Background: an optimization exercise with open tools, aiming at small area, a short achievable clock period and few clock cycles. Do not read the settings as production practice. The RTL was checked by simulation tests, not by an equivalence proof against the original design. Power and IR drop assume default switching activity.

==> design/flow/run.sh <==
#!/bin/bash
# synth_recipe.tcl (not shown) runs the flow's synth.tcl, then flattens the netlist and writes it again
# the make line also repeats each setting of config.mk as NAME=value (left out here)
make -C /OpenROAD-flow-scripts/flow DESIGN_CONFIG=/design/flow/config.mk WORK_HOME=/design/flow/orfs CLKGATE_MAP_FILE= SYNTH_SCRIPT=/design/flow/synth_recipe.tcl finish
==> design/flow/config.mk <==
export PLATFORM = sky130hd
export DESIGN_NAME = m3pcs_can_core
export DESIGN_NICKNAME = m3pcs_can_core
export VERILOG_FILES = /design/flow/design.v
export SDC_FILE = /design/flow/constraint.sdc
export NUM_CORES = 4
export LEC_CHECK = 0
export CAP_MARGIN = 20
export CORE_MARGIN = 2
export CORE_UTILIZATION = 40
export PLACE_DENSITY = 0.6
export SLEW_MARGIN = 20
==> design/flow/constraint.sdc <==
create_clock -name core_clock -period 10.0 [get_ports {clk}]
set_input_delay 2.0000 -clock core_clock [delete_from_list [all_inputs] [get_ports {clk}]]
set_output_delay 2.0000 -clock core_clock [all_outputs]
set_load 0.01 [all_outputs]
==> design/flow/design.v <==
module pcs_rxq (
    input  wire clk,
    input  wire rst,
    input  wire enq_valid,      
    input  wire drain,          
    output wire ready,          
    output wire acc             
);
    reg [4:0] cnt;
    reg       rdy;
    assign ready = rdy;
    assign acc   = enq_valid & rdy;
    always @(posedge clk) begin
        if (rst) begin
            cnt <= 5'd0;
            rdy <= 1'b1;
        end else if (drain) begin
            cnt <= {4'd0, acc};
            rdy <= 1'b1;
        end else if (acc) begin
            cnt <= cnt + 5'd1;
            rdy <= (cnt != 5'd19);
        end
    end
endmodule
module pcs_dec (
    input  wire        clk,
    input  wire        rst,
    input  wire        acc,          
    input  wire [10:0] ent_id,
    input  wire [63:0] ent_data,
    input  wire        drain,        
    output reg  [7:0]  vm_mode,
    output reg  [15:0] vm_vbus,
    output reg  [15:0] vm_vset,
    output reg  [15:0] vm_pmax,
    output reg  [3:0]  vm_ilim_code,
    output wire [4:0]  vm_ilim_a,
    output reg         vm_en,
    output reg  [13:0] acv_raw,
    output reg  [9:0]  aci_raw,
    output reg  [11:0] dcdc_i_raw,
    output reg  [11:0] hvv_raw,
    output reg  [9:0]  lvv_raw,
    output reg  [63:0] alertm_raw,
    output wire [63:0] alertl_raw
);
    reg [7:0]  p_mode;
    reg [15:0] p_vbus, p_vset, p_pmax;
    reg [3:0]  p_ilim;
    reg        p_en;
    reg [13:0] p_acv;
    reg [9:0]  p_aci;
    reg [11:0] p_dcdci, p_hvv;
    reg [9:0]  p_lvv;
    reg [63:0] p_alm;
    reg [63:8] p_all;
    reg [63:8] all_hi;
    assign alertl_raw = {all_hi, 8'h00};
    assign vm_ilim_a  = {1'b0, vm_ilim_code} + 5'd1;
    wire id_vm  = (ent_id == 11'h10A);
    wire id_ac  = (ent_id == 11'h201);
    wire id_dc  = (ent_id == 11'h202);
    wire id_alm = (ent_id == 11'h204);
    wire id_all = (ent_id == 11'h205) && (ent_data[7:0] == 8'h00);
    wire [3:0] en_code = ent_data[59:56];
    always @(posedge clk) begin
        if (rst) begin
            p_mode <= 8'd0;
            p_en   <= 1'b0;
        end else if (acc && id_vm) begin
            p_mode <= ent_data[7:0];
            if (en_code == 4'hA)
                p_en <= 1'b1;
            else if (en_code == 4'hC)
                p_en <= 1'b0;
        end
    end
    always @(posedge clk) begin
        if (acc && id_vm) begin
            p_vbus <= ent_data[23:8];
            p_vset <= ent_data[39:24];
            p_pmax <= ent_data[55:40];
            p_ilim <= ent_data[63:60];
        end
        if (acc && id_ac) begin
            p_acv <= ent_data[13:0];
            p_aci <= ent_data[23:14];
        end
        if (acc && id_dc) begin
            p_dcdci <= ent_data[11:0];
            p_hvv   <= ent_data[23:12];
            p_lvv   <= ent_data[33:24];
        end
        if (acc && id_alm)
            p_alm <= ent_data;
        if (acc && id_all)
            p_all <= ent_data[63:8];
    end
    always @(posedge clk) begin
        if (rst) begin
            vm_mode <= 8'd0;
            vm_en   <= 1'b0;
        end else if (drain) begin
            vm_mode <= p_mode;
            vm_en   <= p_en;
        end
    end
    always @(posedge clk) begin
        if (drain) begin
            vm_vbus      <= p_vbus;
            vm_vset      <= p_vset;
            vm_pmax      <= p_pmax;
            vm_ilim_code <= p_ilim;
            acv_raw      <= p_acv;
            aci_raw      <= p_aci;
            dcdc_i_raw   <= p_dcdci;
            hvv_raw      <= p_hvv;
            lvv_raw      <= p_lvv;
            alertm_raw   <= p_alm;
            all_hi       <= p_all;
        end
    end
endmodule
module pcs_enc (
    input  wire [3:0]  row,
    input  wire [1:0]  alt_flags,      
    input  wire [3:0]  ctr,
    input  wire [3:0]  in_opcode,
    input  wire [15:0] in_vtgt_raw,
    input  wire [15:0] in_pwr_w,
    input  wire        in_chg_active,
    output reg  [10:0] f_id,
    output reg  [3:0]  f_len,
    output reg  [63:0] f_data
);
    wire [3:0] cks_hi = ctr + 4'd6;
    always @(*) begin
        f_id = 11'h000; f_len = 4'd0; f_data = 64'd0;
        case (row)
            4'd0:  begin f_id = 11'h401; f_len = 4'd8;
                         f_data = {48'h665544332211, in_vtgt_raw[15:8], in_vtgt_raw[7:4], in_opcode}; end
            4'd1:  begin f_id = 11'h402; f_len = 4'd3;
                         f_data = {40'd0, 7'd0, in_chg_active, in_pwr_w}; end
            4'd2:  begin f_id = 11'h403; f_len = 4'd8; f_data = 64'hC7C6C5C4C3C2C1C0; end
            4'd3:  begin f_id = 11'h411; f_len = 4'd8;
                         f_data = {cks_hi, 4'hC, ctr, 4'h7, 48'h605040302010}; end
            4'd4:  begin f_id = 11'h421; f_len = 4'd8;
                         f_data = alt_flags[0] ? 64'hB7B6B5B4B3B2B1B0 : 64'hA7A6A5A4A3A2A1A0; end
            4'd5:  begin f_id = 11'h422; f_len = 4'd8; f_data = 64'h0000000000000022; end
            4'd6:  begin f_id = 11'h423; f_len = 4'd8; f_data = 64'hCB695A4B3C2D1E0F; end
            4'd7:  begin f_id = 11'h424; f_len = 4'd8; f_data = 64'h0807060504030201; end
            4'd8:  begin f_id = 11'h425; f_len = 4'd6; f_data = 64'h0000252525252525; end
            4'd9:  begin f_id = 11'h426; f_len = 4'd8;
                         f_data = alt_flags[1] ? 64'hA5A5A5A5A5A5A5A5 : 64'h5A5A5A5A5A5A5A5A; end
            4'd10: begin f_id = 11'h427; f_len = 4'd2; f_data = 64'h0000000000007227; end
            4'd11: begin f_id = 11'h428; f_len = 4'd8; f_data = 64'hFFFFFFFFFFFFFFFF; end
            4'd12: begin f_id = 11'h429; f_len = 4'd0; f_data = 64'h0000000000000000; end
            4'd13: begin f_id = 11'h42A; f_len = 4'd8; f_data = 64'h000000000000002A; end
            4'd14: begin f_id = 11'h42B; f_len = 4'd4; f_data = 64'h00000000EFBEADDE; end
            default: ;
        endcase
    end
endmodule
module m3pcs_can_core (
    input  wire        clk,
    input  wire        rst,
    input  wire        rx_valid,
    input  wire [10:0] rx_id,
    input  wire [3:0]  rx_len,
    input  wire [63:0] rx_data,
    output wire        rx_ready,
    input  wire        cmd_valid,
    input  wire [1:0]  cmd_op,        
    output wire        cmd_ready,
    input  wire        cad_en,
    input  wire [3:0]  in_opcode,
    input  wire [15:0] in_vtgt_raw,
    input  wire [15:0] in_pwr_w,
    input  wire        in_chg_active,
    output wire        tx_valid,
    output reg  [10:0] tx_id,
    output reg  [3:0]  tx_len,
    output reg  [63:0] tx_data,
    input  wire        tx_ready,
    output wire [7:0]  vm_mode,
    output wire [15:0] vm_vbus,
    output wire [15:0] vm_vset,
    output wire [15:0] vm_pmax,
    output wire [3:0]  vm_ilim_code,
    output wire [4:0]  vm_ilim_a,
    output wire        vm_en,
    output wire [13:0] acv_raw,
    output wire [9:0]  aci_raw,
    output wire [11:0] dcdc_i_raw,
    output wire [11:0] hvv_raw,
    output wire [9:0]  lvv_raw,
    output wire [63:0] alertm_raw,
    output wire [63:0] alertl_raw
);
    localparam OP_DRAIN  = 2'd0;
    localparam OP_TICK1  = 2'd1;
    localparam OP_TICK50 = 2'd2;
    reg        tx_vld;           
    reg [3:0]  row;              
    reg [3:0]  tk_one, tk_ten;   
    reg [1:0]  alt;
    reg [3:0]  ctr;
    assign tx_valid  = tx_vld;
    assign cmd_ready = !tx_vld;
    wire fire    = cmd_valid && !tx_vld;
    wire f_drain = fire && (cmd_op == OP_DRAIN);
    wire f_t1    = fire && (cmd_op == OP_TICK1);
    wire f_t50   = fire && (cmd_op == OP_TICK50);
    wire acc;
    pcs_rxq u_rxq (
        .clk(clk), .rst(rst),
        .enq_valid(rx_valid), .drain(f_drain),
        .ready(rx_ready), .acc(acc)
    );
    pcs_dec u_dec (
        .clk(clk), .rst(rst),
        .acc(acc), .ent_id(rx_id), .ent_data(rx_data), .drain(f_drain),
        .vm_mode(vm_mode), .vm_vbus(vm_vbus), .vm_vset(vm_vset), .vm_pmax(vm_pmax),
        .vm_ilim_code(vm_ilim_code), .vm_ilim_a(vm_ilim_a), .vm_en(vm_en),
        .acv_raw(acv_raw), .aci_raw(aci_raw), .dcdc_i_raw(dcdc_i_raw),
        .hvv_raw(hvv_raw), .lvv_raw(lvv_raw),
        .alertm_raw(alertm_raw), .alertl_raw(alertl_raw)
    );
    wire       t1_five  = (tk_one == 4'd5);
    wire       t1_any   = t1_five || (tk_one == 4'd0 && tk_ten < 4'd5);
    wire [3:0] t1_first = t1_five         ? 4'd0
                        : (tk_ten == 4'd0) ? 4'd4
                        : (tk_ten == 4'd1) ? 4'd7
                        : (tk_ten == 4'd2) ? 4'd9
                        : (tk_ten == 4'd3) ? 4'd11 : 4'd13;
    wire       sends    = cad_en && ((cmd_op == OP_TICK1 && t1_any) || cmd_op == OP_TICK50);
    wire       last     = (row == 4'd2) || (row == 4'd3) || (row == 4'd6) || (row == 4'd8) ||
                          (row == 4'd10) || (row == 4'd12) || (row == 4'd14);
    wire [3:0] nrow = tx_vld ? row + 4'd1 : (cmd_op[1] ? 4'd3 : t1_first);
    wire       load = !tx_vld || tx_ready;
    wire [10:0] f_id;
    wire [3:0]  f_len;
    wire [63:0] f_data;
    pcs_enc u_enc (
        .row(nrow), .alt_flags(alt), .ctr(ctr),
        .in_opcode(in_opcode), .in_vtgt_raw(in_vtgt_raw),
        .in_pwr_w(in_pwr_w), .in_chg_active(in_chg_active),
        .f_id(f_id), .f_len(f_len), .f_data(f_data)
    );
    always @(posedge clk) begin
        if (load) begin
            row     <= nrow;
            tx_id   <= f_id;
            tx_len  <= f_len;
            tx_data <= f_data;
        end
    end
    always @(posedge clk) begin
        if (rst) begin
            tx_vld <= 1'b0;
            tk_one <= 4'd0;
            tk_ten <= 4'd0;
            alt    <= 2'b00;
            ctr    <= 4'd0;
        end else begin
            if (!tx_vld)
                tx_vld <= fire && sends;
            else if (tx_ready)
                tx_vld <= !last;
            if (f_t1) begin
                if (!cad_en) begin
                    tk_one <= 4'd0;
                    tk_ten <= 4'd0;
                end else if (tk_one == 4'd9) begin
                    tk_one <= 4'd0;
                    tk_ten <= (tk_ten == 4'd9) ? 4'd0 : tk_ten + 4'd1;
                end else begin
                    tk_one <= tk_one + 4'd1;
                end
                if (cad_en && tk_one == 4'd0 && tk_ten == 4'd0)
                    alt[0] <= ~alt[0];
                if (cad_en && tk_one == 4'd0 && tk_ten == 4'd2)
                    alt[1] <= ~alt[1];
            end
            if (f_t50 && cad_en)
                ctr <= ctr + 4'd1;
        end
    end
endmodule
==> results of run 1 <==
logic make-up (layout without fill, tap and decap cells):
| family | Yosys count | after routing | synth area share, % |
|---|---|---|---|
| muxes | 12 | 12 | 0.639 |
| buffers and inverters | 62 | 568 | 1.72 |
| other | 1 | 13 | 0.0193 |
| xor gates and xnor gates | 16 | 16 | 0.723 |
| and+or+nand+nor | 208 | 208 | 5.25 |
| AOI/OAI and AO/OA | 129 | 129 | 4.43 |
| adders and majority gates | 10 | 10 | 0.645 |
| DFF | 572 | 572 | 86.6 |
synth_stat cells (5+ instances only):
cell type	n	area, um2
and3_1	5	31.3
ha_1	10	125
nor2_1	44	165
nand4_1	9	56.3
nor3_1	10	50.1
o21ai_0	24	120
edfxtp_1	533	16000
inv_1	13	48.8
a21o_1	7	52.6
a22oi_1	5	37.5
xnor2_1	5	43.8
mux2i_1	9	90.1
buf_4	20	150
xor2_1	11	96.3
o22ai_1	5	31.3
a21oi_1	43	215
a21boi_0	5	37.5
dfxtp_1	39	781
nand2_1	76	285
clkbuf_1	13	48.8
buf_2	9	45.0
nand3_1	20	100
and2_1	6	37.5
nand2b_1	8	50.1
o211ai_1	5	37.5
critical path, delay by kind of cell:
| kind | cells | cell delay, ns |
|---|---|---|
| buffers and inverters | 3 | 1.88 |
| and+or+nand+nor | 2 | 1.16 |
layout make-up:
| cell class | count | share of cell area [%] |
|---|---|---|
| sequential | 572 | 64.2 |
| timing repair buffer | 448 | 17.0 |
| multi-input combinational | 387 | 8.96 |
| clock buffer | 78 | 5.84 |
| tap | 615 | 2.94 |
| clock inverter | 25 | 0.699 |
| inverter | 17 | 0.273 |
| antenna | 1 | 0.00958 |
power by group:
part           internal (uW)  switching, uW  total (uW)
clock network           1110            845        1960
logic                    201            206         406
registers               2690           33.5        2730
total                   4010           1080        5090
sequential cells by signal, indices dropped and copies added (netlist names), 56 cells and up:
name	flops
u_dec.alertm_raw	64
u_dec.p_alm	64
tx_data	58
u_dec.all_hi	56
u_dec.p_all	56
cell usage in the layout (no fill, tap or decap), types with 10 or more instances in the layout:
cell / n
clkinv_1: 13
nor2_1: 42
buf_4: 11
clkbuf_16: 58
o21ai_0: 24
conb_1: 12
edfxtp_1: 533
dfxtp_1: 39
inv_1: 13
a21oi_1: 43
clkdlybuf4s50_1: 436
clkbuf_1: 20
nand3_1: 20
ha_1: 10
nand2_1: 76
xor2_1: 11
layer usage:
| layer | GRT usage, % | routed length (um) | vias to the layer above |
|---|---|---|---|
| met5 | 0 | 12 | - |
| met1 | 23.1 | 18900 | 5288 |
| met3 | 6.19 | 4610 | 76 |
| met2 | 29.3 | 22400 | 488 |
| li1 | - | - | 4801 |
| met4 | 4.85 | 1020 | 2 |
worst paths after layout:
check,slack [ns],cells after the start,end
worst max-delay path,4.95,5,u_dec.lvv_raw[6]$_DFFE_PP_
worst min-delay path,0.41,0,u_dec.vm_vset[1]$_DFFE_PP_
worst max register to register,6.26,4,u_dec.lvv_raw[6]$_DFFE_PP_
worst min register to register,0.41,0,u_dec.vm_vset[1]$_DFFE_PP_
per-stage QoR:
step,total power [uW],std cells,utilization [%],worst slack [ns],instance area [um2]
after global placement,3180,2039,51.2,4.40,24400
after floorplan,2930,1021,-,1.45,19400
final,5090,2143,54.7,4.95,26100
after detailed placement,3180,2039,51.1,4.33,24400
after global routing,5260,2142,54.7,4.72,26100
after CTS,5150,2142,54.7,4.96,26100
==> metrics.sh, run 1 <==
STATUS='timing/DRC/antenna clean'
REG2REG_FROM='tx_vld$_SDFF_PP0_'
ROUTEDWLPERCELL_UM=21.9
FIN_WORST_SKEW_NS=0.0175
TNS_NS=0
DIE_SPAN_Y_UM=224
WORST-ENDPOINT-ARRIVAL_NS=5.25
ENDPOINTS_FAILING_SETUP=0
NETLIST_AREA_BEFORE_PLACEMENT_UM2=19400
GLOBALROUTETOTALUTIL_PCT=18.0
FIRST_ITER_VIOLATIONS=802
NETS=1616
FILLERS=3785
FMAXACHIEVABLE_MHz=198
FIN_HOLD_WS_NS=0.411
WORSTHOLDSTART='u_dec.p_vset[1]$_DFFE_PP_'
CLOCKROOTBUFFER='clkbuf_16'
CRIT_PATH_MAX_FANOUT=86
FIN_CRIT_SH_PCT=50.5
ANT_NETS=0
CTS_SETUP_BUFFERS=0
CRITICAL_PATH_START_TYPE='primary input'
TIMING_MAX_TRANSITION_VIOLATIONS_FINAL=0
YS_DOMINANT_REG_CELL='edfxtp_1'
CPMAXSTAGEDELAYCELL='buf_4'
CTS-HOLD-FIX-BUFFERS=0
POWER.IR.VDD_WORST_uV=123
VIA_PER_INST=4.97
DR_TOTAL_VIAS=10655
CTS_BUFFERS=56
LARGEST_NET_DEGREE_AT_THE_START_OF_GLOBAL_ROUTING=87
DP_HPWL_MM=31.6
WORSTPATHCELLLIST='clkdlybuf4s50_1 -> nor2_1 -> nand2_1 -> inv_8 -> buf_4'
FP-ROW-COUNT=80
PERIOD_NEEDED_NS=5.05
GR-TOTAL-OVERFLOW=0
SYNTH_WARN=4
CRITICAL_PATH.MAX_STAGE_DELAY_NS=0.81
STARTPOINT_TO_ENDPOINT_CLASS_OF_THE_CRITICAL_PATH='in2reg'
MAX_SLEW.WORST_PIN.SLEW_NS=0.995
MAX_CAP_VIOLATIONS=0
CRIT_PATH_START='cmd_op[1]'
COREAREA_UM2=47700
AREA.SEQUENTIAL_UM2=16800
CTS_TREE='yes'
CTSRESIZECOUNT=0
SYN_TO_FINAL_GROWTH_PCT=34.8
SYN-MEAN-INSTANCE-AREA_UM2=19.2
CRIT_REQUIRED_NS=10.20
TOTAL_LEAKAGE_POWER_uW=0.00880
TRITONCTS_NUM_SINKS=572
CTS.REPORTEDPATHS.CLKPINSLEW_NS=0.06
CLOCKBUFFERDEPTH=3
GRT_FIRST_PASS_WIRELENGTH_MM=66.6
SETUP.WORST_PATH.END_CLASS='flop'
GRT_SETUP_UNREPAIRED='false'
WORST_SLEW_MARGIN_RELATIVE_TO_ITS_LIMIT_PCT=33.6
FINAL_LAYOUT_SIZE_SUFFIX_GT1_SHARE_PCT=7.47
CTS_HTREE_LEVELS=2
HOLD_CLASS='reg2reg'
INITIAL_CORE_UTIL_PCT=40.6
ASYNC_FLOP_SHARE_PCT=0
DRT_DRC_VIOLATIONS_LEFT=0
DESIGN.PORTCOUNT=458
DESIGN.DIE.AREA_UM2=50300
SEQUENTIAL_AREA_SHARE_AFTER_SYNTHESIS_PCT=86.6
DRT_PRE_ANTENNA_ITERS=5
CLOCK_INSERTION_DELAY_WORST_SKEW_NS=0.59
FLOORPLAN.DIE.WIDTH_UM=224
POWER_DENSITY_nW_PER_UM2=195
GRT_PASS1_VIAS=10231
POST_SYNTHESIS_SEQUENTIAL_ELEMENT_COUNT=572
MULTI_INPUT_COMB_AREA_UM2=2340
GLOBALPLACE.CONGESTION=0.871
ROUTED_WIRELENGTH_MM=47.0
HOLD_VIOLATIONS=0
SYNTH_CELLS=1010
INITIAL_ANTENNA_VIOLATION_COUNT=2
SYNTHDISTINCTLIBCELLS=69
PORT-BUFFER-COUNT=437
SYNTH_ENABLE_FLOP_CELLS=533
Testbench counts, summed over its fixed seeds: cycles 5,661.
==> run 2, diff against run 1 <==
==> design/flow/flow/run.sh (new file) <==
#!/bin/bash
# Standard layout with a deeper setup repair target.
set -e
export SETUP_SLACK_MARGIN=6.5
bash standard.sh > standard.log 2>&1
==> design/flow/standard.sh (new file) <==
#!/bin/bash
# synth_recipe.tcl (not shown) runs the flow's synth.tcl, then flattens the netlist and writes it again
# the make line also repeats each setting of config.mk as NAME=value (left out here)
make -C /OpenROAD-flow-scripts/flow DESIGN_CONFIG=/design/flow/config.mk WORK_HOME=/design/flow/orfs CLKGATE_MAP_FILE= SYNTH_SCRIPT=/design/flow/synth_recipe.tcl "${@:-finish}"
removed: design/flow/run.sh
==> run 2 against run 1 <==
Still clean; critical path depth decreased by 2; sequential cell count unchanged; design area increased by 3.8%; sequential power about the same; global-route usage increased by 1.3 points; power increased by 3.0%; largest power group unchanged.
==> metrics.sh, run 2 <==
CTS_BUFFERS=56
FINAL_LAYOUT_SIZE_SUFFIX_GT1_SHARE_PCT=14.0
DESIGN.PORTCOUNT=458
NETS=1660
DIE_SPAN_Y_UM=224
POST_SYNTHESIS_SEQUENTIAL_ELEMENT_COUNT=572
TNS_NS=0
DRT_DRC_VIOLATIONS_LEFT=0
CTS_HTREE_LEVELS=2
HOLD_CLASS='reg2reg'
CPLARGESTDELAYFAMILY='flip-flops'
COREAREA_UM2=47700
DRT_PRE_ANTENNA_ITERS=5
CRIT_REQUIRED_NS=8.00
CRITICAL_PATH_START_TYPE='flop'
LARGEST_CELLS_BY_AREA_AFTER_SYNTHESIS='edfxtp_1 (83%), dfxtp_1 (4.0%), nand2_1 (1.5%)'
SYN-MEAN-INSTANCE-AREA_UM2=19.2
MAX_SLEW.WORST_PIN.SLEW_NS=0.952
FIN_WORST_SKEW_NS=0.0109
LARGEST_NET_DEGREE_AT_THE_START_OF_GLOBAL_ROUTING=82
CPMAXSTAGEDELAYCELL='edfxtp_1'
DP_HPWL_MM=31.9
WORST_SLEW_MARGIN_RELATIVE_TO_ITS_LIMIT_PCT=36.5
ASYNC_FLOP_SHARE_PCT=0
WORST-ENDPOINT-ARRIVAL_NS=1.53
LAYOUT.CELLS.MOST_COMMON_LIST='edfxtp_1 (533), dlygate4sd2_1 (231), clkdlybuf4s50_1 (131)'
ROUTEDWLPERCELL_UM=22.9
INITIAL_ANTENNA_VIOLATION_COUNT=4
DESIGN.DIE.AREA_UM2=50300
ENDPOINTS_FAILING_SETUP=0
SYNTHDISTINCTLIBCELLS=69
CLOCKBUFFERDEPTH=3
GRT_FIRST_PASS_WIRELENGTH_MM=70.4
FIN_CRIT_SH_PCT=35.3
CRITICAL_PATH_CELL_COUNT=3
TRITONCTS_NUM_SINKS=572
GR-TOTAL-OVERFLOW=0
PATH_BUF_INV=1
PORT-BUFFER-COUNT=437
FLOORPLAN.DIE.WIDTH_UM=224
POWER.IR.VDD_WORST_uV=123
DR_TOTAL_VIAS=10783
VIA_PER_INST=4.92
MAX_CAP_VIOLATIONS=0
SEQUENTIAL_AREA_SHARE_AFTER_SYNTHESIS_PCT=86.6
SYNTH_WARN=4
GLOBALPLACE.CONGESTION=0.837
ANT_NETS=0
GLOBALROUTETOTALUTIL_PCT=19.3
INITIAL_CORE_UTIL_PCT=40.6
SETUP.WORST_PATH.END_CLASS='output port'
CTS-HOLD-FIX-BUFFERS=0
MIN_PATH_CELLS=0
TOTAL_LEAKAGE_POWER_uW=0.0104
CELL_TAKING_THE_MOST_AREA_AFTER_SYNTHESIS='edfxtp_1'
NETLIST_AREA_BEFORE_PLACEMENT_UM2=19400
FINAL_COMMON_CELL='edfxtp_1'
FMAXACHIEVABLE_MHz=283
WORSTPATHCELLLIST='ha_4 -> xor2_1 -> clkbuf_2'
HOLD_VIOLATIONS=0
R2R.WORST_PATH.CELLS=6
SYNTH_ENABLE_FLOP_CELLS=533
SYNTH_CELLS=1010
CTS.REPORTEDPATHS.CLKPINSLEW_NS=0.06
SYN_TO_FINAL_GROWTH_PCT=39.9
FILLERS=3738
GRT_PASS1_VIAS=10475
NETLIST.AREA_LEADER.SHARE_PCT=82.5
POST-SYNTH-TOP-COUNT-CELL='edfxtp_1'
FP-ROW-COUNT=80
TIMING_MAX_TRANSITION_VIOLATIONS_FINAL=0
FIN_HOLD_WS_NS=0.411
CRITICAL_PATH.MAX_STAGE_DELAY_NS=0.45
POWER_DENSITY_nW_PER_UM2=193
CLOCK_INSERTION_DELAY_WORST_SKEW_NS=0.59
FIRST_ITER_VIOLATIONS=989
STATUS='timing/DRC/antenna clean'
GRT_SETUP_UNREPAIRED='true'
BIGGEST_REGISTERS_AFTER_LAYOUT='u_dec.alertm_raw (64), u_dec.p_alm (64), tx_data (58)'
STARTPOINT_TO_ENDPOINT_CLASS_OF_THE_CRITICAL_PATH='reg2out'
CTS_TREE='yes'
YOSYS-TOP-CELLS-COUNT='edfxtp_1 (533), nand2_1 (76), nor2_1 (44)'
CLOCKROOTBUFFER='clkbuf_16'
CRIT_PATH_MAX_FANOUT=2
ROUTED_WIRELENGTH_MM=50.2
YS_DOMINANT_REG_CELL='edfxtp_1'
PERIOD_NEEDED_NS=3.53
==> run 2: cell counts after synthesis <==
Identical to the previous run, type by type.
==> run 2: layout make-up <==
| class | count | area [um2] | share of cell area, % |
|---|---|---|---|
| multi-input combinational | 388 | 2660 | 9.81 |
| clock buffer | 62 | 1470 | 5.41 |
| clock inverter | 43 | 412 | 1.52 |
| sequential | 572 | 16800 | 61.9 |
| timing repair inverter | 1 | 16.3 | 0.0600 |
| tap | 615 | 769 | 2.84 |
| timing repair buffer | 490 | 4900 | 18.0 |
| antenna | 2 | 5.00 | 0.0185 |
| inverter | 17 | 110 | 0.406 |
==> run 2: metal layers <==
layer | vias up | wire [um] | GRT usage, %
li1 | 4899 | - | -
met1 | 5352 | 20800 | 25.3
met2 | 467 | 24100 | 31.4
met3 | 61 | 4430 | 6.44
met4 | 4 | 829 | 4.32
met5 | - | 28 | 0
==> run 2: final timing paths <==
path	endpoint	slack, ns	start
hold / removal	u_dec.alertm_raw[38]$_DFFE_PP_	0.41	u_dec.p_alm[38]$_DFFE_PP_
setup reg to reg	tx_data[5]$_DFFE_PP_	7.15	tk_one[0]$_SDFFE_PP0P_
hold reg to reg	u_dec.alertm_raw[38]$_DFFE_PP_	0.41	u_dec.p_alm[38]$_DFFE_PP_
setup / recovery	vm_ilim_a[2]	6.47	u_dec.vm_ilim_code[1]$_DFFE_PP_
==> run 2: kinds of logic (layout without fill, tap and decap cells) <==
kind of cell,after synthesis,count (layout),synth area share [%]
simple gates,208,209,5.25
xor+xnor,16,16,0.723
other cells,1,14,0.0193
flops,572,572,86.6
mux,12,12,0.639
buf+inv,62,613,1.72
fa+ha+maj,10,10,0.645
compound gates,129,129,4.43
==> run 2: stage by stage <==
step / setup WS [ns] / cells / utilization, % / instance area (um2) / total power [uW]
global route: 6.42 / 2189 / 56.8 / 27100 / 5420
detailed placement: 4.91 / 2037 / 51.5 / 24600 / 3190
floorplan: 5.89 / 1021 / - / 19700 / 2940
finish: 6.47 / 2190 / 56.8 / 27100 / 5240
CTS: 6.31 / 2172 / 56.0 / 26800 / 5290
global placement: 4.89 / 2037 / 51.5 / 24600 / 3190
==> run 2: repair_timing <==
action                                  CTS  global route
gates cloned                              8             2
buffers inserted                         22            14
endpoints found under the setup margin  608           290
resized for setup                       300            88
pin swaps                                14            11
==> run 2: power by group <==
group          total [uW]  switching, uW  internal (uW)  leakage (uW)
clock                2120            878           1240      0.000906
sequential           2720           29.8           2690       0.00529
combinational         406            223            183       0.00419
==> run 2: worst reg2reg max path, cell delays in order, from the launching register on <==
cell	delay, ns
dfxtp_1	0.43
nand4bb_1	0.52
nand4_1	0.57
and2_1	0.43
nand3_1	0.15
o21ai_0	0.34
o211ai_1	0.14
==> run 3, diff against run 2 <==
--- a/design/flow/design.v
+++ b/design/flow/design.v
@@ -36,5 +36,5 @@
     output reg  [15:0] vm_pmax,
     output reg  [3:0]  vm_ilim_code,
-    output wire [4:0]  vm_ilim_a,
+    output reg  [4:0]  vm_ilim_a,
     output reg         vm_en,
     output reg  [13:0] acv_raw,
@@ -58,5 +58,4 @@
     reg [63:8] all_hi;
     assign alertl_raw = {all_hi, 8'h00};
-    assign vm_ilim_a  = {1'b0, vm_ilim_code} + 5'd1;
     wire id_vm  = (ent_id == 11'h10A);
     wire id_ac  = (ent_id == 11'h201);
@@ -113,4 +112,5 @@
             vm_pmax      <= p_pmax;
             vm_ilim_code <= p_ilim;
+            vm_ilim_a    <= {1'b0, p_ilim} + 5'd1;
             acv_raw      <= p_acv;
             aci_raw      <= p_aci;
@@ -203,4 +203,5 @@
     localparam OP_TICK50 = 2'd2;
     reg        tx_vld;           
+    reg        idle;             
     reg [3:0]  row;              
     reg [3:0]  tk_one, tk_ten;   
@@ -208,6 +209,6 @@
     reg [3:0]  ctr;
     assign tx_valid  = tx_vld;
-    assign cmd_ready = !tx_vld;
-    wire fire    = cmd_valid && !tx_vld;
+    assign cmd_ready = idle;
+    wire fire    = cmd_valid && idle;
     wire f_drain = fire && (cmd_op == OP_DRAIN);
     wire f_t1    = fire && (cmd_op == OP_TICK1);
@@ -260,4 +261,5 @@
         if (rst) begin
             tx_vld <= 1'b0;
+            idle   <= 1'b1;
             tk_one <= 4'd0;
             tk_ten <= 4'd0;
@@ -265,8 +267,11 @@
             ctr    <= 4'd0;
         end else begin
-            if (!tx_vld)
+            if (!tx_vld) begin
                 tx_vld <= fire && sends;
-            else if (tx_ready)
+                idle   <= !(fire && sends);
+            end else if (tx_ready) begin
                 tx_vld <= !last;
+                idle   <= last;
+            end
             if (f_t1) begin
                 if (!cad_en) begin
==> design/flow/flow/run.sh (replaced) <==
#!/bin/bash
# The standard layout (standard.sh), with two changes to how it is made:
# the port buffers are buf_2 cells instead of the delay cell that buffer_ports
# picks by default, and setup repair aims for 7 ns of slack at the design's
# 10 ns period. The tools' output goes to standard.log.
set -e
bash standard.sh finish \
  SETUP_SLACK_MARGIN=7 \
  "BUFFER_PORTS_ARGS=-buffer_cell sky130_fd_sc_hd__buf_2" > standard.log 2>&1
==> run 3 against run 2 <==
Sequential power about the same; critical path type is now in2reg; first-iteration DRC count fell by 2.9%; area after synthesis increased by 0.53%; largest power group unchanged; critical path depth grew 5; worst setup slack improved by 0.080 ns; count of clock-buffer cells in the layout rose by 8; non-clock buffer count rose by 83; die area rose by 0.52%; core utilization is 0.34 points lower; via count is 5.4% higher.
==> metrics.sh, run 3 <==
WORST_CASE_SETUP_SLACK_AFTER_PLACEMENT_NS=5.28
NETS=1730
DESIGN.PORTCOUNT=458
YOSYS-TOP-CELLS-COUNT='edfxtp_1 (538), nand2_1 (63), nor2_1 (42)'
SYNTH_CELLS=995
TRITONCTS_NUM_SINKS=578
FINAL_LAYOUT_SIZE_SUFFIX_GT1_SHARE_PCT=47.7
GRT_FIRST_PASS_WIRELENGTH_MM=71.3
SETUP.WORST_PATH.END_CLASS='flop'
CTS.REPORTEDPATHS.CLKPINSLEW_NS=0.06
SEQUENTIAL_AREA_SHARE_AFTER_SYNTHESIS_PCT=87.0
CTS_HTREE_LEVELS=2
MET2WIRELENGTH_MM=25.6
TIMING_MAX_TRANSITION_VIOLATIONS_FINAL=0
INITIAL_CORE_UTIL_PCT=40.7
POWER.IR.VDD_WORST_uV=131
ROUTEDWLPERCELL_UM=22.9
SYN_TO_FINAL_GROWTH_PCT=38.9
FIN_HOLD_WS_NS=0.404
FIRST_ITER_VIOLATIONS=960
DIE_SPAN_Y_UM=225
TNS_NS=0
DR_TOTAL_VIAS=11365
SYN-MEAN-INSTANCE-AREA_UM2=19.6
CELL_TAKING_THE_MOST_AREA_AFTER_SYNTHESIS='edfxtp_1'
CRIT_PATH_MAX_FANOUT=7
TOTAL_LEAKAGE_POWER_uW=0.0102
SYNTH_ENABLE_FLOP_CELLS=538
SYNTHDISTINCTLIBCELLS=72
ANT_NETS=0
TOP_LAYER_USED='met5'
CLOCK_INSERTION_DELAY_WORST_SKEW_NS=0.60
SYNTH_WARN=4
FMAXACHIEVABLE_MHz=289
COREAREA_UM2=47900
WORST-ENDPOINT-ARRIVAL_NS=3.77
STATUS='timing/DRC/antenna clean'
NETLIST.AREA_LEADER.SHARE_PCT=82.9
ENDPOINT='u_dec.p_vset[14]$_DFFE_PP_'
CRIT_PATH_START='rx_id[5]'
LARGEST_CELLS_BY_AREA_AFTER_SYNTHESIS='edfxtp_1 (83%), dfxtp_1 (4.1%), nand2_1 (1.2%)'
GR-TOTAL-OVERFLOW=0
ASYNC_FLOP_SHARE_PCT=0
HOLD_CLASS='reg2reg'
CTS-HOLD-FIX-BUFFERS=0
REG2REG_FROM='tk_one[0]$_SDFFE_PP0P_'
CRITICAL_PATH.MAX_STAGE_DELAY_NS=0.54
PORT-BUFFER-COUNT=437
GLOBALPLACE.CONGESTION=0.795
CRITICAL_PATH.REG2REG.ENDPOINT='tx_data[15]$_DFFE_PP_'
LARGEST_NET_DEGREE_AT_THE_START_OF_GLOBAL_ROUTING=82
MAX_CAP_VIOLATIONS=0
CRITICAL_PATH_START_TYPE='primary input'
POST-ROUTE-WORST-SETUP-SLACK_NS=6.55
LAYOUT.CELLS.MOST_COMMON_LIST='edfxtp_1 (538), buf_2 (390), buf_6 (86)'
M1WIRELENGTH_MM=20.7
GLOBALROUTETOTALUTIL_PCT=19.5
POST_SYNTHESIS_SEQUENTIAL_ELEMENT_COUNT=578
DRT_DRC_VIOLATIONS_LEFT=0
FINAL_COMMON_CELL='edfxtp_1'
GRT_SETUP_UNREPAIRED='true'
ROUTED_WIRELENGTH_MM=51.7
CLOCKBUFFERDEPTH=3
WORST_SLEW_MARGIN_RELATIVE_TO_ITS_LIMIT_PCT=31.8
FIN_WORST_SKEW_NS=0.0199
FP-ROW-COUNT=80
ENDPOINTS_FAILING_SETUP=0
POST-PLACE-CELLS=2017
DRT_PRE_ANTENNA_ITERS=5
DESIGN.DIE.AREA_UM2=50500
CRIT_REQUIRED_NS=10.31
NETLIST_AREA_BEFORE_PLACEMENT_UM2=19500
REG2REG_SETUP_SLACK_NS=7.12
R2R.WORST_PATH.CELLS=9
PERIOD_NEEDED_NS=3.45
YS_DOMINANT_REG_CELL='edfxtp_1'
GRT_PASS1_VIAS=10698
STDCELL_COUNT=2256
CTS_BUFFERS=56
BIGGEST_REGISTERS_AFTER_LAYOUT='u_dec.alertm_raw (64), u_dec.p_alm (64), tx_data (58)'
DP_HPWL_MM=29.8
VIA_PER_INST=5.04
STARTPOINT_TO_ENDPOINT_CLASS_OF_THE_CRITICAL_PATH='in2reg'
CTS_TREE='yes'
FIN_CRIT_SH_PCT=34.5
CPMAXSTAGEDELAYCELL='or4_4'
MAX_SLEW.WORST_PIN.SLEW_NS=1.02
CLOCKROOTBUFFER='clkbuf_16'
POWER_DENSITY_nW_PER_UM2=191
FLOORPLAN.DIE.WIDTH_UM=225
INITIAL_ANTENNA_VIOLATION_COUNT=5
WORSTPATHCELLLIST='buf_6 -> or4_4 -> nor4_4 -> nand3b_1 -> buf_4 -> nor3_4 -> buf_12 -> clkbuf_16'
POST-SYNTH-TOP-COUNT-CELL='edfxtp_1'
HOLD_VIOLATIONS=0
MET3_WIRELENGTH_MM=4.18
[run 3: cell count changes after synthesis, sizes merged, moves of 5 or more]
cell	delta
o211ai	+10
a21oi	-11
a211oi	+5
a221o	+5
inv	+7
nand2	-16
o21ai	-10
a21boi	-5
edfxtp	+5
clkbuf	+5
nand3	-6
[run 3: power by group]
part / total, uW / switching [uW] / internal, uW
logic: 407 / 232 / 174
clock network: 2020 / 872 / 1150
registers: 2740 / 28.1 / 2710
total: 5170 / 1130 / 4030
[run 3: through the flow]
| step | utilization [%] | cell area (um2) | power, uW |
|---|---|---|---|
| after floorplan | - | 20100 | 2960 |
| after global placement | 47.4 | 22700 | 3100 |
| after detailed placement | 47.4 | 22700 | 3100 |
| after CTS | 55.2 | 26500 | 5180 |
| after global routing | 56.5 | 27100 | 5320 |
| final | 56.5 | 27100 | 5170 |
[run 3: logic make-up after synthesis]
logic type      count (synthesis)  share of synthesized area [%]
flops                         578                           87.0
simple gates                  180                           4.60
compound gates                127                           4.55
buf+inv                        70                           1.77
xor+xnor                       15                          0.674
fa+ha+maj                      12                          0.770
mux                            12                          0.629
other cells                     1                         0.0192
[run 3: cell type report]
class | instances | area, um2
multi-input cells | 360 | 2980
clock buffers | 70 | 1480
repair inverters | 2 | 27.5
flip-flops and latches | 578 | 17000
well taps | 615 | 769
repair buffers | 573 | 4420
inverters | 23 | 130
diodes | 2 | 5.00
fillers | 3621 | 20900
clock inverters | 33 | 288
[run 3: layer usage]
metal	GRT usage, %	vias up
met5	0	-
met4	5.38	6
met3	5.90	98
met2	32.8	511
met1	24.5	5687
li1	-	5063
[run 3: worst max-delay path, delay by kind of cell]
| family | cells | cell delay, ns |
|---|---|---|
| buffers and inverters | 4 | 0.68 |
| and+or+nand+nor | 4 | 1.07 |
[run 3: repair_timing]
item / 4_1_cts / 5_1_grt
gates cloned: 19 / 8
pin swaps: 44 / 26
resized for setup: 176 / 71
setup buffers: 91 / 16
endpoints found under the setup margin: 710 / 724
[run 3: worst min path at each step]
stage                                         start                              to  slack [ns]  cells after the start
after global routing      u_dec.p_alm[17]$_DFFE_PP_  u_dec.alertm_raw[17]$_DFFE_PP_        0.42                      0
after global placement     u_dec.p_hvv[4]$_DFFE_PP_      u_dec.hvv_raw[4]$_DFFE_PP_        0.40                      0
after CTS                  u_dec.p_all[9]$_DFFE_PP_       u_dec.all_hi[9]$_DFFE_PP_        0.40                      0
final                      u_dec.p_all[9]$_DFFE_PP_       u_dec.all_hi[9]$_DFFE_PP_        0.40                      0
after detailed placement  u_dec.p_acv[11]$_DFFE_PP_     u_dec.acv_raw[11]$_DFFE_PP_        0.40                      0
after floorplan            u_dec.p_aci[0]$_DFFE_PP_      u_dec.aci_raw[0]$_DFFE_PP_        0.40                      0
Testbench counts of run 3, summed over its fixed seeds: cycles 5,661.
==> run 4, diff against run 3 <==
--- a/design/flow/config.mk
+++ b/design/flow/config.mk
@@ -6,4 +6,5 @@
 export NUM_CORES = 4
 export LEC_CHECK = 0
+export ABC_CLOCK_PERIOD_IN_PS = 2000
 export CAP_MARGIN = 20
 export CORE_MARGIN = 2
==> run 4 against run 3 <==
Clock skew stayed put; design area did not move; sequential cell count unchanged; sequential power about the same; core utilization is the same; worst hold slack did not move.
==> metrics.sh, run 4 <==
POST_SYNTHESIS_SEQUENTIAL_ELEMENT_COUNT=578
TIMING_MAX_TRANSITION_VIOLATIONS_FINAL=0
SYNTHSIMPLEGATEAREAFRAC_PCT=4.60
WORST-ENDPOINT-ARRIVAL_NS=3.77
YOSYS-TOP-CELLS-COUNT='edfxtp_1 (538), nand2_1 (63), nor2_1 (42)'
WORSTPATHCELLLIST='buf_6 -> or4_4 -> nor4_4 -> nand3b_1 -> buf_4 -> nor3_4 -> buf_12 -> clkbuf_16'
SYNTH_WARN=4
ROUTEDWLPERCELL_UM=22.9
CRIT_PATH_MAX_FANOUT=7
SYNTH_ENABLE_FLOP_CELLS=538
FP-ROW-COUNT=80
MIN_PATH_CELLS=0
YS_DOMINANT_REG_CELL='edfxtp_1'
SETUP.WORST_PATH.END_CLASS='flop'
DP_HPWL_MM=29.8
INITIAL_ANTENNA_VIOLATION_COUNT=5
SYNTH_CELLS=995
FIRST_ITER_VIOLATIONS=960
POWER.IR.VDD_WORST_uV=131
NETLIST_AREA_BEFORE_PLACEMENT_UM2=19500
POST-PLACE-CELLS=2017
CELL_TAKING_THE_MOST_AREA_AFTER_SYNTHESIS='edfxtp_1'
SYNTH_TOP_FAMILY_BY_AREA='simple AND/OR/NAND/NOR gates'
FIN_WORST_SKEW_NS=0.0199
DIE_SPAN_Y_UM=225
INITIAL_CORE_UTIL_PCT=40.7
FINAL_COMMON_CELL='edfxtp_1'
TOTAL_LEAKAGE_POWER_uW=0.0102
ENDPOINTS_FAILING_SETUP=0
GLOBALROUTETOTALUTIL_PCT=19.5
MAX_SLEW.WORST_PIN.SLEW_NS=1.02
WORST_SLEW_MARGIN_RELATIVE_TO_ITS_LIMIT_PCT=31.8
SYNTHDISTINCTLIBCELLS=72
CLOCKROOTBUFFER='clkbuf_16'
CTS.REPORTEDPATHS.CLKPINSLEW_NS=0.06
COREAREA_UM2=47900
POST-SYNTH-TOP-COUNT-CELL='edfxtp_1'
PATH_BUF_INV=4
GLOBALPLACE.CONGESTION=0.795
LARGEST_NET_DEGREE_AT_THE_START_OF_GLOBAL_ROUTING=82
SEQUENTIAL_AREA_SHARE_AFTER_SYNTHESIS_PCT=87.0
GR-TOTAL-OVERFLOW=0
ANT_NETS=0
CRITICAL_PATH.MAX_STAGE_DELAY_NS=0.54
FIN_CRIT_SH_PCT=34.5
WORSTHOLDSTART='u_dec.p_all[9]$_DFFE_PP_'
SYNTH_ADDER_AREA_SHARE_PCT=0.770
ROUTED_WIRELENGTH_MM=51.7
HOLD_END='u_dec.all_hi[9]$_DFFE_PP_'
PORT-BUFFER-COUNT=437
HOLD_CLASS='reg2reg'
POST_SYNTH_MUX_AREA_SHARE_PCT=0.629
CLOCK_INSERTION_DELAY_WORST_SKEW_NS=0.60
MAX_CAP_VIOLATIONS=0
CLOCKBUFFERDEPTH=3
STDCELL_COUNT=2256
REG2REG_FROM='tk_one[0]$_SDFFE_PP0P_'
TNS_NS=0
NETS=1730
CPMAXSTAGEDELAYCELL='or4_4'
CTS_BUFFERS=56
SYNTH_COMPOUND_AREA_SHARE_PCT=4.55
DESIGN.PORTCOUNT=458
FINAL_LAYOUT_SIZE_SUFFIX_GT1_SHARE_PCT=47.7
GRT_FIRST_PASS_WIRELENGTH_MM=71.3
LARGEST_CELLS_BY_AREA_AFTER_SYNTHESIS='edfxtp_1 (83%), dfxtp_1 (4.1%), nand2_1 (1.2%)'
PERIOD_NEEDED_NS=3.45
DR_TOTAL_VIAS=11365
FLOORPLAN.DIE.WIDTH_UM=225
CRIT_REQUIRED_NS=10.31
REG2REG_SETUP_SLACK_NS=7.12
LAYOUT.CELLS.MOST_COMMON_LIST='edfxtp_1 (538), buf_2 (390), buf_6 (86)'
SYN-MEAN-INSTANCE-AREA_UM2=19.6
VIA_PER_INST=5.04
GRT_SETUP_UNREPAIRED='true'
FMAXACHIEVABLE_MHz=289
CTS_TREE='yes'
DESIGN.DIE.AREA_UM2=50500
CRITICAL_PATH.REG2REG.ENDPOINT='tx_data[15]$_DFFE_PP_'
CRITICAL_PATH_START_TYPE='primary input'
HOLD_VIOLATIONS=0
GRT_PASS1_VIAS=10698
R2R.WORST_PATH.CELLS=9
STARTPOINT_TO_ENDPOINT_CLASS_OF_THE_CRITICAL_PATH='in2reg'
POWER_DENSITY_nW_PER_UM2=191
CPLARGESTDELAYFAMILY='simple AND/OR/NAND/NOR gates'
BIGGEST_REGISTERS_AFTER_LAYOUT='u_dec.alertm_raw (64), u_dec.p_alm (64), tx_data (58)'
SYNTH-XOR-AREA-SHARE_PCT=0.674
STATUS='timing/DRC/antenna clean'
P_TOTAL_uW=5170
TRITONCTS_NUM_SINKS=578
NETLIST.AREA_LEADER.SHARE_PCT=82.9
SYN_TO_FINAL_GROWTH_PCT=38.9
ASYNC_FLOP_SHARE_PCT=0
DRT_PRE_ANTENNA_ITERS=5
CTS_HTREE_LEVELS=2
DRT_DRC_VIOLATIONS_LEFT=0
## run 4: cell counts after synthesis
No cell type changed its count.
## run 4: cell families after synthesis
| logic type | after synthesis |
|---|---|
| adders and majority gates | 12 |
| other | 1 |
| xor gates and xnor gates | 15 |
| muxes | 12 |
| buffers and inverters | 70 |
| AOI/OAI and AO/OA | 127 |
| DFF | 578 |
| and+or+nand+nor | 180 |
## run 4: worst register-to-register path, cell delays in order (launching register included)
cell and delay [ns]:
dfxtp_1 0.49, nand4bb_1 0.48, a31oi_4 0.33, o21a_4 0.19
inv_4 0.06, ha_4 0.19, nand2b_4 0.15, o211ai_1 0.19
nand4_1 0.24, a221o_1 0.31
## run 4: where the power goes
part / internal [uW] / total, uW / switching (uW)
combinational: 174 / 407 / 232
sequential: 2710 / 2740 / 28.1
clock: 1150 / 2020 / 872
total: 4030 / 5170 / 1130
## run 4: worst max path at each step
stage / from / end / cells past startpoint
finish: rx_id[5] / u_dec.p_vset[14]$_DFFE_PP_ / 8
global route: rx_id[5] / u_dec.p_vset[14]$_DFFE_PP_ / 8
CTS: rx_id[5] / u_dec.p_hvv[10]$_DFFE_PP_ / 7
detailed placement: cmd_op[1] / tx_data[7]$_DFFE_PP_ / 7
global placement: cmd_op[1] / tx_data[15]$_DFFE_PP_ / 7
floorplan: rx_id[5] / u_dec.p_ilim[0]$_DFFE_PP_ / 4
## run 4: cell type report
cell class                      count  area, um2
Fill cell                        3621      20900
Sequential cell                   578      17000
Timing Repair Buffer              573       4420
Multi-Input combinational cell    360       2980
Clock buffer                       70       1480
Tap cell                          615        769
Clock inverter                     33        288
Inverter                           23        130
Timing Repair inverter              2       27.5
Antenna cell                        2       5.00
## run 4: through the flow
stage          util [%]  setup WS, ns  hold slack, ns  area [um2]
2_1_floorplan         -          5.33           0.400       20100
3_3_place_gp       47.4          5.31           0.401       22700
3_5_place_dp       47.4          5.28           0.405       22700
4_1_cts            55.2          6.49           0.402       26500
5_1_grt            56.5          6.53           0.417       27100
6_report           56.5          6.55           0.404       27100
## run 4: metal layers
| layer | wire (um) | GRT usage, % | up-vias |
|---|---|---|---|
| met5 | 36 | 0 | - |
| met3 | 4180 | 5.90 | 98 |
| met1 | 20700 | 24.5 | 5687 |
| met4 | 1180 | 5.38 | 6 |
| li1 | - | - | 5063 |
| met2 | 25600 | 32.8 | 511 |
## run 4: what timing repair did
item	4_1_cts	5_1_grt
endpoints found under the setup margin	710	724
endpoints found under the hold margin	0	0
gates resized for setup	176	71
hold buffers	0	0
gates cloned	19	8
setup buffers	91	16
pin swaps	44	26
==> run 5, diff against run 4 <==
--- a/design/flow/config.mk
+++ b/design/flow/config.mk
@@ -10,4 +10,6 @@
 export CORE_MARGIN = 2
 export CORE_UTILIZATION = 40
+export CTS_CLUSTER_DIAMETER = 100
+export CTS_CLUSTER_SIZE = 30
 export PLACE_DENSITY = 0.6
 export SLEW_MARGIN = 20
==> run 5 against run 4 <==
Sequential power about the same; critical path type unchanged; routed wire length is 0.24% higher; design area down 2.9%; largest cell class unchanged; die area stayed put; register-to-register slack worse by 0.15 ns; maximum frequency fell by 0.28%; area after synthesis did not move; power is 16% lower; clock skew is 0.013 ns higher.
==> metrics.sh, run 5 <==
FIN_CRIT_SH_PCT=34.6
FIRST_ITER_VIOLATIONS=849
INITIAL_CORE_UTIL_PCT=40.7
INITIAL_ANTENNA_VIOLATION_COUNT=5
STARTPOINT_TO_ENDPOINT_CLASS_OF_THE_CRITICAL_PATH='in2reg'
DR_TOTAL_VIAS=11179
MAX_CAP_VIOLATIONS=0
CRIT_REQUIRED_NS=10.30
WORST-ENDPOINT-ARRIVAL_NS=3.76
NETLIST_AREA_BEFORE_PLACEMENT_UM2=19500
FINAL_LAYOUT_SIZE_SUFFIX_GT1_SHARE_PCT=47.4
SYNTHDISTINCTLIBCELLS=72
CTS_BUFFERS=23
STATUS='timing/DRC/antenna clean'
HOLD_CLASS='reg2reg'
SYNTH_CELLS=995
DESIGN.DIE.AREA_UM2=50500
YOSYS-TOP-CELLS-COUNT='edfxtp_1 (538), nand2_1 (63), nor2_1 (42)'
CTS_TREE='yes'
DRT_DRC_VIOLATIONS_LEFT=0
CPLARGESTDELAYFAMILY='simple AND/OR/NAND/NOR gates'
NETS=1714
PORT-BUFFER-COUNT=437
WORSTPATHCELLLIST='buf_6 -> or4_4 -> nor4_4 -> nand3b_1 -> buf_6 -> nor3_4 -> buf_12 -> clkbuf_16'
POWER.IR.VDD_WORST_uV=152
CRITICAL_PATH.REG2REG.ENDPOINT='tx_data[15]$_DFFE_PP_'
WORSTHOLDSTART='u_dec.p_all[27]$_DFFE_PP_'
CLOCKROOTBUFFER='clkbuf_16'
LARGEST_CELLS_BY_AREA_AFTER_SYNTHESIS='edfxtp_1 (83%), dfxtp_1 (4.1%), nand2_1 (1.2%)'
STDCELL_COUNT=2212
FINAL_COMMON_CELL='edfxtp_1'
TOTAL_LEAKAGE_POWER_uW=0.00976
FLOORPLAN.DIE.WIDTH_UM=225
R2R.WORST_PATH.CELLS=11
CLOCKBUFFERDEPTH=3
ASYNC_FLOP_SHARE_PCT=0
CRIT_PATH_MAX_FANOUT=13
DIE_SPAN_Y_UM=225
FP-ROW-COUNT=80
GR-TOTAL-OVERFLOW=0
POWER_DENSITY_nW_PER_UM2=164
HOLD_END='u_dec.all_hi[27]$_DFFE_PP_'
FINAL_CELL_AREA_UM2=26300
REG2REG_FROM='tk_one[0]$_SDFFE_PP0P_'
FIN_WORST_SKEW_NS=0.0325
ENDPOINTS_FAILING_SETUP=0
HOLD_VIOLATIONS=0
SEQUENTIAL_AREA_SHARE_AFTER_SYNTHESIS_PCT=87.0
NETLIST.AREA_LEADER.SHARE_PCT=82.9
ROUTED_WIRELENGTH_MM=51.8
CRITPATHMOSTFREQUENTCELL='buf_6'
DRT_PRE_ANTENNA_ITERS=5
CLOCK_INSERTION_DELAY_WORST_SKEW_NS=0.59
DESIGN.PORTCOUNT=458
POST_SYNTHESIS_SEQUENTIAL_ELEMENT_COUNT=578
GLOBALROUTETOTALUTIL_PCT=18.9
YS_DOMINANT_REG_CELL='edfxtp_1'
SYNTH_ENABLE_FLOP_CELLS=538
LAYOUT.CELLS.MOST_COMMON_LIST='edfxtp_1 (538), buf_2 (391), buf_6 (85)'
ROUTEDWLPERCELL_UM=23.4
CTS_HTREE_LEVELS=1
VIA_PER_INST=5.05
POST-PLACE-CELLS=2017
MAX_SLEW.WORST_PIN.SLEW_NS=1.03
REG2REG_SETUP_SLACK_NS=6.97
COREAREA_UM2=47900
MIN_PATH_CELLS=0
CRITICAL_PATH_START_TYPE='primary input'
WORST_SLEW_MARGIN_RELATIVE_TO_ITS_LIMIT_PCT=31.2
CTS.REPORTEDPATHS.CLKPINSLEW_NS=0.11
SETUP.WORST_PATH.END_CLASS='flop'
BIGGEST_REGISTERS_AFTER_LAYOUT='u_dec.alertm_raw (64), u_dec.p_alm (64), tx_data (58)'
CELL_TAKING_THE_MOST_AREA_AFTER_SYNTHESIS='edfxtp_1'
DP_HPWL_MM=29.8
SYN-MEAN-INSTANCE-AREA_UM2=19.6
SYNTH_WARN=4
P_TOTAL_uW=4320
GRT_FIRST_PASS_WIRELENGTH_MM=69.7
GRT_SETUP_UNREPAIRED='true'
FMAXACHIEVABLE_MHz=289
CRITICAL_PATH_CELL_COUNT=8
POST-SYNTH-TOP-COUNT-CELL='edfxtp_1'
TIMING_MAX_TRANSITION_VIOLATIONS_FINAL=0
LARGEST_NET_DEGREE_AT_THE_START_OF_GLOBAL_ROUTING=81
POST-ROUTE-WORST-SETUP-SLACK_NS=6.54
TRITONCTS_NUM_SINKS=578
CRITICAL_PATH.MAX_STAGE_DELAY_NS=0.54
TNS_NS=0
WORST_CASE_SETUP_SLACK_AFTER_PLACEMENT_NS=5.28
PLACED_AREA_UM2=22700
PERIOD_NEEDED_NS=3.46
GRT_PASS1_VIAS=10505
GLOBALPLACE.CONGESTION=0.795
CPMAXSTAGEDELAYCELL='or4_4'
ANT_NETS=0
SYN_TO_FINAL_GROWTH_PCT=34.9
PATH_BUF_INV=4
==> run 5: cell counts after synthesis <==
Identical to the previous run, type by type.
==> run 5: repair_timing <==
| item | 4_1_cts | 5_1_grt |
|---|---|---|
| setup endpoints to repair | 710 | 650 |
| gates resized for setup | 171 | 94 |
| buffers inserted | 99 | 25 |
| pin swaps | 57 | 37 |
| hold buffers | 0 | 0 |
| hold endpoints to repair | 0 | 0 |
| gates cloned | 19 | 8 |
==> run 5: worst max path at each step <==
stage / startpoint / end
after global routing: rx_id[5] / u_dec.p_vset[14]$_DFFE_PP_
after CTS: rx_id[5] / u_dec.p_vbus[10]$_DFFE_PP_
after detailed placement: cmd_op[1] / tx_data[7]$_DFFE_PP_
after floorplan: rx_id[5] / u_dec.p_ilim[0]$_DFFE_PP_
after global placement: cmd_op[1] / tx_data[15]$_DFFE_PP_
final: rx_id[5] / u_dec.p_vset[15]$_DFFE_PP_
==> run 5: cell type report <==
class / instances / area [um2]
Tap cell: 615 / 769
Clock inverter: 3 / 32.5
Fill cell: 3683 / 21600
Timing Repair Buffer: 588 / 4680
Antenna cell: 2 / 5.00
Clock buffer: 39 / 636
Inverter: 23 / 140
Multi-Input combinational cell: 361 / 3020
Timing Repair inverter: 3 / 38.8
Sequential cell: 578 / 17000
==> run 5: logic make-up (layout without fill, tap and decap cells) <==
family                     count (synthesis)  after routing  synth area share [%]
AOI/OAI and AO/OA                        127            127                  4.55
xor gates and xnor gates                  15             15                 0.674
adders and majority gates                 12             12                 0.770
buffers and inverters                     70            656                  1.77
DFF                                      578            578                  87.0
muxes                                     12             12                 0.629
other                                      1             14                0.0192
and+or+nand+nor                          180            183                  4.60
==> run 5: per-layer routing <==
layer	global-route usage, %	part of all wire [%]	vias up
met4	4.98	2.1	6
met2	32.5	51	485
li1	-	-	4994
met1	23.8	40	5629
met3	4.77	7.7	65
met5	0	0.068	-
==> run 5: metrics by stage <==
step                util, %  hold WS [ns]
CTS                    53.2         0.430
global route           54.9         0.433
floorplan                 -         0.400
finish                 54.9         0.424
global placement       47.4         0.401
detailed placement     47.4         0.405
==> run 5: where the power goes <==
part | switching (uW) | internal (uW) | leakage (uW)
combinational | 245 | 195 | 0.00406
clock | 696 | 448 | 0.000318
sequential | 27.1 | 2710 | 0.00537
==> run 6, diff against run 5 <==
--- a/design/flow/flow/run.sh
+++ b/design/flow/flow/run.sh
@@ -6,4 +6,4 @@
 set -e
 bash standard.sh finish \
-  SETUP_SLACK_MARGIN=7 \
+  SETUP_SLACK_MARGIN=6.6 \
   "BUFFER_PORTS_ARGS=-buffer_cell sky130_fd_sc_hd__buf_2" > standard.log 2>&1
--- a/design/flow/config.mk
+++ b/design/flow/config.mk
@@ -6,10 +6,9 @@
 export NUM_CORES = 4
 export LEC_CHECK = 0
-export ABC_CLOCK_PERIOD_IN_PS = 2000
 export CAP_MARGIN = 20
 export CORE_MARGIN = 2
 export CORE_UTILIZATION = 40
 export CTS_CLUSTER_DIAMETER = 100
-export CTS_CLUSTER_SIZE = 30
+export CTS_CLUSTER_SIZE = 24
 export PLACE_DENSITY = 0.6
 export SLEW_MARGIN = 20
==> run 6 against run 5 <==
Still clean; power is essentially flat; sequential cell count is the same; final cell count fell by 3.8%; design area down 7.5%; synthesized cell count stayed put; global-route usage fell by 1.5 points.
==> metrics.sh, run 6 <==
STDCELL_COUNT=2129
ROUTEDWLPERCELL_UM=21.9
FP-ROW-COUNT=80
DP_HPWL_MM=29.5
CELL_TAKING_THE_MOST_AREA_AFTER_SYNTHESIS='edfxtp_1'
ROUTED_WIRELENGTH_MM=46.6
FIN_WORST_SKEW_NS=0.0173
NETS=1628
POST_SYNTHESIS_SEQUENTIAL_ELEMENT_COUNT=578
SYN-MEAN-INSTANCE-AREA_UM2=19.6
FIRST_ITER_VIOLATIONS=866
FILLERS=3936
WORST-ENDPOINT-ARRIVAL_NS=3.86
FMAXACHIEVABLE_MHz=281
GLOBALPLACE.CONGESTION=0.845
MAX_CAP_VIOLATIONS=0
ANT_NETS=0
HOLD_CLASS='reg2reg'
PLACED_AREA_UM2=22600
WORST_SLEW_MARGIN_RELATIVE_TO_ITS_LIMIT_PCT=36.2
FIN_CRIT_SH_PCT=35.5
CRIT_PATH_MAX_FANOUT=5
CTS_TREE='yes'
SYNTH_WARN=4
VIA_PER_INST=5.00
ENDPOINTS_FAILING_SETUP=0
POWER_DENSITY_nW_PER_UM2=178
DESIGN.PORTCOUNT=458
POST_SYNTH_MUX_AREA_SHARE_PCT=0.629
GRT_PASS1_VIAS=9986
FINAL_COMMON_CELL='edfxtp_1'
LARGEST_NET_DEGREE_AT_THE_START_OF_GLOBAL_ROUTING=123
GRT_SETUP_UNREPAIRED='true'
FINAL_CELL_AREA_UM2=24300
SYNTHDISTINCTLIBCELLS=72
POST-ROUTE-WORST-SETUP-SLACK_NS=6.45
CTS_HTREE_LEVELS=1
PERIOD_NEEDED_NS=3.55
FLOORPLAN.DIE.WIDTH_UM=225
SEQUENTIAL_AREA_SHARE_AFTER_SYNTHESIS_PCT=87.0
TRITONCTS_NUM_SINKS=578
LARGEST_CELLS_BY_AREA_AFTER_SYNTHESIS='edfxtp_1 (83%), dfxtp_1 (4.1%), nand2_1 (1.2%)'
SYNTH_TOP_FAMILY_BY_AREA='simple AND/OR/NAND/NOR gates'
SYNTH_CELLS=995
TOTAL_LEAKAGE_POWER_uW=0.00899
STARTPOINT_TO_ENDPOINT_CLASS_OF_THE_CRITICAL_PATH='in2reg'
INITIAL_ANTENNA_VIOLATION_COUNT=3
COREAREA_UM2=47900
STATUS='timing/DRC/antenna clean'
GRT_FIRST_PASS_WIRELENGTH_MM=65.3
FINAL_LAYOUT_SIZE_SUFFIX_GT1_SHARE_PCT=39.6
DESIGN.DIE.AREA_UM2=50500
CTS.REPORTEDPATHS.CLKPINSLEW_NS=0.10
DR_TOTAL_VIAS=10655
YS_DOMINANT_REG_CELL='edfxtp_1'
CTS_BUFFERS=28
GR-TOTAL-OVERFLOW=0
SYNTH_ADDER_AREA_SHARE_PCT=0.770
ANTENNA-DIODE-COUNT=0
POWER.IR.VDD_WORST_uV=106
NETLIST.AREA_LEADER.SHARE_PCT=82.9
CRITICAL_PATH.MAX_STAGE_DELAY_NS=0.54
LAYOUT.CELLS.MOST_COMMON_LIST='edfxtp_1 (538), buf_2 (435), nand2_1 (59)'
CRIT_REQUIRED_NS=10.30
HOLD_VIOLATIONS=0
DRT_PRE_ANTENNA_ITERS=5
DRT_DRC_VIOLATIONS_LEFT=0
BIGGEST_REGISTERS_AFTER_LAYOUT='u_dec.alertm_raw (64), u_dec.p_alm (64), tx_data (58)'
PORT-BUFFER-COUNT=437
SYNTH-XOR-AREA-SHARE_PCT=0.674
POST-PLACE-CELLS=2018
SYNTH_COMPOUND_AREA_SHARE_PCT=4.55
WORSTPATHCELLLIST='buf_6 -> or4_4 -> nor4_4 -> nand3b_1 -> nor4b_4 -> buf_6 -> buf_12 -> buf_12 -> buf_16'
NETLIST_AREA_BEFORE_PLACEMENT_UM2=19500
WORST_CASE_SETUP_SLACK_AFTER_PLACEMENT_NS=5.55
SYN_TO_FINAL_GROWTH_PCT=24.8
CRIT_PATH_START='rx_id[5]'
AREA.SEQUENTIAL_UM2=17000
MULTI_INPUT_COMB_AREA_UM2=2580
ASYNC_FLOP_SHARE_PCT=0
REG2REG_FROM='tk_one[0]$_SDFFE_PP0P_'
TNS_NS=0
CTS-HOLD-FIX-BUFFERS=0
CLOCKBUFFERDEPTH=3
SYNTHSIMPLEGATEAREAFRAC_PCT=4.60
GLOBALROUTETOTALUTIL_PCT=17.3
POST-SYNTH-TOP-COUNT-CELL='edfxtp_1'
CLOCKROOTBUFFER='clkbuf_16'
SYNTH_ENABLE_FLOP_CELLS=538
CLOCK_INSERTION_DELAY_WORST_SKEW_NS=0.59
MAX_SLEW.WORST_PIN.SLEW_NS=0.956
CRITICAL_PATH_START_TYPE='primary input'
SETUP.WORST_PATH.END_CLASS='flop'
INITIAL_CORE_UTIL_PCT=40.7
WORSTHOLDSTART='u_dec.p_dcdci[2]$_DFFE_PP_'
TIMING_MAX_TRANSITION_VIOLATIONS_FINAL=0
DIE_SPAN_Y_UM=225
CPMAXSTAGEDELAYCELL='or4_4'
YOSYS-TOP-CELLS-COUNT='edfxtp_1 (538), nand2_1 (63), nor2_1 (42)'
run 6: worst paths after layout:
kind,to,slack (ns),depth (start not counted)
setup / recovery,u_dec.p_dcdci[3]$_DFFE_PP_,6.45,9
hold / removal,u_dec.dcdc_i_raw[2]$_DFFE_PP_,0.42,0
setup reg to reg,tx_data[3]$_DFFE_PP_,7.17,10
hold reg to reg,u_dec.dcdc_i_raw[2]$_DFFE_PP_,0.42,0
run 6: worst max-delay path, delay by kind of cell:
family	cells	cell delay, ns
and+or+nand+nor	4	1.28
buffers and inverters	5	0.57
run 6: where the power goes:
group          total, uW  internal, uW  switching [uW]  leakage, uW
combinational        325           121             204      0.00323
clock               1260           553             710     0.000392
sequential          2730          2710            26.5      0.00537
total               4320          3380             940      0.00899
run 6: logic make-up after synthesis:
family	Yosys count
flip-flops	578
AND/OR/NAND/NOR	180
AO/OA/AOI/OAI	127
buffers and inverters	70
XOR/XNOR	15
adder cells (fa/ha/maj)	12
multiplexers	12
other	1
run 6: per-layer routing:
metal	track usage, %	up-vias	share of wire, %
li1	-	4812	-
met1	22.9	5334	42
met2	29.6	444	49
met3	3.61	59	7.0
met4	4.06	6	1.8
met5	0	-	0.073
run 6: what timing repair did:
item | 4_1_cts | 5_1_grt
pin swaps | 11 | 13
cloned | 9 | 6
setup endpoints to repair | 497 | 201
gates resized for setup | 36 | 16
buffers inserted | 25 | 19
run 6: cell type report:
class / count / area share (%)
clock buffers: 49 / 3.29
clock inverters: 3 / 0.113
inverters: 23 / 0.473
multi-input cells: 359 / 10.6
flip-flops and latches: 578 / 69.7
well taps: 615 / 3.16
repair buffers: 501 / 12.5
repair inverters: 1 / 0.0823
run 6: stage by stage:
step                total power [uW]  util (%)  hold slack, ns
floorplan                       2950         -           0.400
detailed placement              3090      47.1           0.405
finish                          4320      50.7           0.416
CTS                             4360      50.0           0.419
global route                    4470      50.7           0.426
global placement                3090      47.1           0.401

-- separate check: timing with driven ports --
In the flow no input, the clock included, has a driving cell. The finished layouts below were timed again as built, in two steps. Step 1: set_driving_cell puts a clkbuf_16 on clk and a buf_2 on each other input, an assumption about the parent block. Step 2 moves the port delays by t, midway between the first and last clock arrival at a register: inputs arrive t later, outputs are due t later. That takes back most of the time a late clock gives input paths. Three values: ideal ports, drivers, drivers and shift; two values: the first two.
| run | shift t [ns] | slack for setup (ns) | worst setup path at the end |
|---|---|---|---|
| run 1 | 0.640 | 4.949 / 4.969 / 4.329 | input to register |
| run 2 | 0.641 | 6.466 / 6.411 / 5.955 | input to register |
| run 3 | 0.647 | 6.546 / 6.563 / 5.916 | input to register |
| run 4 | 0.647 | 6.546 / 6.563 / 5.916 | input to register |
| run 5 | 0.627 | 6.536 / 6.544 / 5.917 | input to register |
| run 6 | 0.627 | 6.446 / 6.465 / 5.838 | input to register |
After both steps setup and hold are still met in every run listed.
